From an optimization exercise on the open Yosys and OpenROAD flow, aimed at small area and a short achievable clock period; shortcuts taken in it are not production practice.
Function was checked by simulation only, so behaviour that the tests miss may differ from the original.

==> pepper <==
## sht20_codec
module sht20_codec (
    input  wire        clk,
    input  wire        rst,         
    input  wire        in_valid,
    input  wire [2:0]  op,
    input  wire [7:0]  a,
    input  wire [7:0]  b,
    output reg         out_valid,
    output reg         err,
    output reg  [15:0] raw_masked,
    output reg  [31:0] val0,
    output reg  [31:0] val1,
    output reg  [7:0]  ureg_out,
    output wire        otp_dis,
    output wire        htr_en,
    output wire        eob,
    output reg         res_valid,
    output wire [1:0]  res
);
==> module sht_mulf, before the edit <==
module sht_mulf (
    input  wire [7:0]  e,
    input  wire [22:0] f,
    input  wire [29:0] y,        
    output wire [7:0]  eo,
    output wire [22:0] fo
);
    wire        top = ({1'b1, f} >= 24'd9320676);     
    wire [47:0] p;
    sht_mulr u_r (.m({1'b1, f}), .y(y), .top(top), .p(p));
    wire [23:0] m   = top ? p[47:24] : p[46:23];
    wire        g   = top ? p[23] : p[22];            
    wire        st  = top ? (|f[21:0]) : (|f[20:0]);
    wire        tie = ~g & ~st;
    assign fo = {m[22:1], m[0] & ~tie};
    assign eo = e + {7'd0, top};
endmodule
==> module sht20_codec, before the edit <==
module sht20_codec (
    input  wire        clk,
    input  wire        rst,         
    input  wire        in_valid,
    input  wire [2:0]  op,
    input  wire [7:0]  a,
    input  wire [7:0]  b,
    output reg         out_valid,
    output reg         err,
    output reg  [15:0] raw_masked,
    output reg  [31:0] val0,
    output reg  [31:0] val1,
    output reg  [7:0]  ureg_out,
    output wire        otp_dis,
    output wire        htr_en,
    output wire        eob,
    output reg         res_valid,
    output wire [1:0]  res
);
    assign otp_dis = ureg_out[1];
    assign htr_en  = ureg_out[2];
    assign eob     = ureg_out[6];
    assign res     = {ureg_out[7], ureg_out[0]};
    reg        r0_v;
    reg [2:0]  r0_op;
    reg [7:0]  r0_a, r0_b;
    always @(posedge clk) begin
        r0_v  <= in_valid & ~rst;
        r0_op <= op;
        r0_a  <= a;
        r0_b  <= b;
    end
    wire [13:0] n = {r0_a, r0_b[7:2]};
    wire        is_rh = (r0_op == 3'd1);
    wire        is_u  = (r0_op == 3'd2) | (r0_op == 3'd3) | (r0_op == 3'd4) | (r0_op == 3'd5);
    wire        is_e  = (r0_op == 3'd6) | (r0_op == 3'd7);
    wire [1:0]  cls   = {is_u | is_e, is_rh | is_e};
    reg [7:0] new_ureg;
    always @(*) begin
        case (r0_op)
            3'd3:    new_ureg = (r0_a & 8'h7E) | {r0_b[1], 6'b000000, r0_b[0]};
            3'd4:    new_ureg = (r0_a & 8'hFB) | {5'b00000, r0_b[0], 2'b00};
            3'd5:    new_ureg = (r0_a & 8'hBF) | {1'b0, r0_b[0], 6'b000000};
            default: new_ureg = r0_a;
        endcase
    end
    wire [37:0] q1;
    wire [21:0] h1;
    sht_mulq u_mulq (.n(n), .big(n >= 14'd11935), .q(q1));
    sht_mulh u_mulh (.n(n), .h(h1));
    reg         r1_v;
    reg  [1:0]  r1_c;
    reg  [13:0] r1_pay;                   
    reg  [37:0] r1_q;
    always @(posedge clk) begin
        r1_v   <= r0_v & ~rst;
        r1_c   <= cls;
        r1_pay <= is_u ? {6'd0, new_ureg} : n;
        r1_q   <= is_rh ? {h1, 16'd0} : q1;
    end
    wire [37:0] mag2;
    wire s2 = (r1_c == 2'd1) ? (r1_pay <= 14'd786) : (r1_pay <= 14'd4368);    
    sht_abs u_abs (.q(r1_q), .n(r1_pay), .rh(r1_c == 2'd1), .s(s2), .mag(mag2));
    wire [7:0]  e3;
    wire [22:0] f3;
    sht_norm u_norm (.mag(mag2), .e(e3), .f(f3));
    reg         r3_v;
    reg  [1:0]  r3_c;
    reg  [13:0] r3_pay;
    reg  [31:0] r3_val0;
    always @(posedge clk) begin
        r3_v    <= r1_v & ~rst;
        r3_c    <= r1_c;
        r3_pay  <= r1_pay;
        r3_val0 <= {s2, e3, f3};
    end
    wire [29:0] y4;
    sht_mul51 u_m51 (.m({1'b1, r3_val0[22:0]}), .y(y4));
    reg         r4_v;
    reg  [1:0]  r4_c;
    reg  [13:0] r4_pay;
    reg  [31:0] r4_val0;
    reg  [29:0] r4_y;
    always @(posedge clk) begin
        r4_v    <= r3_v & ~rst;
        r4_c   <= r3_c;
        r4_pay  <= r3_pay;
        r4_val0 <= r3_val0;
        r4_y    <= y4;
    end
    wire [7:0]  e5;
    wire [22:0] f5;
    sht_mulf u_mulf (.e(r4_val0[30:23]), .f(r4_val0[22:0]), .y(r4_y), .eo(e5), .fo(f5));
    wire [31:0] fahr;
    sht_addf u_addf (.sd(r4_val0[31]), .sf(r4_pay <= 14'd2710), .e(e5), .f(f5), .r(fahr));
    wire meas = ~r4_c[1];
    wire u5   = (r4_c == 2'd2);
    always @(posedge clk) begin
        out_valid  <= r4_v & ~rst;
        err        <= (r4_c == 2'd3);
        raw_masked <= meas ? {r4_pay, 2'b00} : 16'd0;
        val0       <= meas ? r4_val0 : 32'd0;
        val1       <= (r4_c == 2'd0) ? fahr : 32'd0;
        ureg_out   <= u5 ? r4_pay[7:0] : 8'd0;
        res_valid  <= u5;
    end
endmodule
==> flow/config.mk <==
export PLATFORM = sky130hd
export DESIGN_NAME = sht20_codec
export DESIGN_NICKNAME = sht20_codec
export VERILOG_FILES = /design/flow/design.v
export SDC_FILE = /design/flow/constraint.sdc
export NUM_CORES = 4
export LEC_CHECK = 0
export ABC_AREA = 1
export CAP_MARGIN = 20
export CORE_MARGIN = 2
export CORE_UTILIZATION = 65
export CTS_BUF_LIST = sky130_fd_sc_hd__clkbuf_8
export CTS_CLUSTER_DIAMETER = 60
export CTS_CLUSTER_SIZE = 20
export SLEW_MARGIN = 20
==> flow/constraint.sdc <==
create_clock -name core_clock -period 60.0 [get_ports {clk}]
set_input_delay 12.0000 -clock core_clock [delete_from_list [all_inputs] [get_ports {clk}]]
set_output_delay 12.0000 -clock core_clock [all_outputs]
set_load 0.01 [all_outputs]
standard.sh (not shown) runs the stock make flow with config.mk's settings and CLKGATE_MAP_FILE= SYNTH_SCRIPT=/design/flow/synth_recipe.tcl, a recipe that flattens the netlist after the stock synthesis.
==> flow/flow/run.sh <==
#!/bin/bash
# The standard layout (the standard.sh, unchanged synthesis and steps), except that
# the port buffers that global placement inserts on every input and output are plain
# sky130_fd_sc_hd__buf_2 cells instead of the resizer's default pick.
set -euo pipefail
export BUFFER_PORTS_ARGS="-buffer_cell sky130_fd_sc_hd__buf_2"
bash standard.sh > standard.log 2>&1
==> inputs of xenon, as changes to pepper <==
--- a/flow/design.v
+++ b/flow/design.v
@@ -47,3 +47,3 @@
     sht_mulr u_r (.m({1'b1, f}), .y(y), .top(top), .p(p));
-    wire [23:0] m   = top ? p[47:24] : p[46:23];
+    wire [23:0] m   = p[47] ? p[47:24] : p[46:23];
     wire        g   = top ? p[23] : p[22];            
@@ -52,3 +52,3 @@
     assign fo = {m[22:1], m[0] & ~tie};
-    assign eo = e + {7'd0, top};
+    assign eo = e + {7'd0, p[47]};
 endmodule
@@ -1129,13 +1129,27 @@
     sht_mulf u_mulf (.e(r4_val0[30:23]), .f(r4_val0[22:0]), .y(r4_y), .eo(e5), .fo(f5));
+    reg         r5_v;
+    reg  [1:0]  r5_c;
+    reg  [13:0] r5_pay;
+    reg  [31:0] r5_val0;
+    reg  [7:0]  r5_e;
+    reg  [22:0] r5_f;
+    always @(posedge clk) begin
+        r5_v    <= r4_v & ~rst;
+        r5_c   <= r4_c;
+        r5_pay  <= r4_pay;
+        r5_val0 <= r4_val0;
+        r5_e    <= e5;
+        r5_f    <= f5;
+    end
     wire [31:0] fahr;
-    sht_addf u_addf (.sd(r4_val0[31]), .sf(r4_pay <= 14'd2710), .e(e5), .f(f5), .r(fahr));
-    wire meas = ~r4_c[1];
-    wire u5   = (r4_c == 2'd2);
+    sht_addf u_addf (.sd(r5_val0[31]), .sf(r5_pay <= 14'd2710), .e(r5_e), .f(r5_f), .r(fahr));
+    wire meas = ~r5_c[1];
+    wire u5   = (r5_c == 2'd2);
     always @(posedge clk) begin
-        out_valid  <= r4_v & ~rst;
-        err        <= (r4_c == 2'd3);
-        raw_masked <= meas ? {r4_pay, 2'b00} : 16'd0;
-        val0       <= meas ? r4_val0 : 32'd0;
-        val1       <= (r4_c == 2'd0) ? fahr : 32'd0;
-        ureg_out   <= u5 ? r4_pay[7:0] : 8'd0;
+        out_valid  <= r5_v & ~rst;
+        err        <= (r5_c == 2'd3);
+        raw_masked <= meas ? {r5_pay, 2'b00} : 16'd0;
+        val0       <= meas ? r5_val0 : 32'd0;
+        val1       <= (r5_c == 2'd0) ? fahr : 32'd0;
+        ureg_out   <= u5 ? r5_pay[7:0] : 8'd0;
         res_valid  <= u5;
ABC_AREA = unset   (was 1)
==> impl_metrics.ini <==
[cells_and_area]
clockBufferCount = 30
nFillCells = 3195

[grt]
use_met2 = 0.565

[run_status]
status = no timing/DRC/antenna violations

[critical_path]
critPathCaptureType = primary output
the above is filed under xenon

==> impl_metrics.ini <==
[run_status]
status = no timing/DRC/antenna violations

[cells_and_area]
nFillCells = 2906
clockBufferCount = 28

[critical_path]
startpoint_type = flip-flop
critPathCaptureType = flip-flop

[power]
the above is filed under pepper

==> afterwards: timing with drivers on the ports <==
How much do the figures lean on ideal ports? The routed layouts below were timed once more, with nothing changed but the port constraints.
Step 1 sets driving cells, clkbuf_16 on the clock port and buf_2 on the other inputs (assumed; they add their load-dependent delay and slew).
Step 2, shift: input delay + t, output delay - t, t = (earliest + latest rising clock arrival at the registers) / 2. This alone moves slack from input paths to output paths.
Slacks: no drivers / after step 1 / after step 2; pairs: no drivers / after step 1.
run | t, ns | setup slack, ns | worst setup path after step 2 | worst register clock-pin slew, ns | cell pins on the clock port's net
pepper | 0.663 | 46.175 / 46.175 / 46.175 | register to register | 0.12 / 0.12 | 1
xenon | 0.691 | 46.871 / 46.818 / 47.509 | register to output | 0.12 / 0.12 | 1
After both steps every run listed still meets setup and hold.
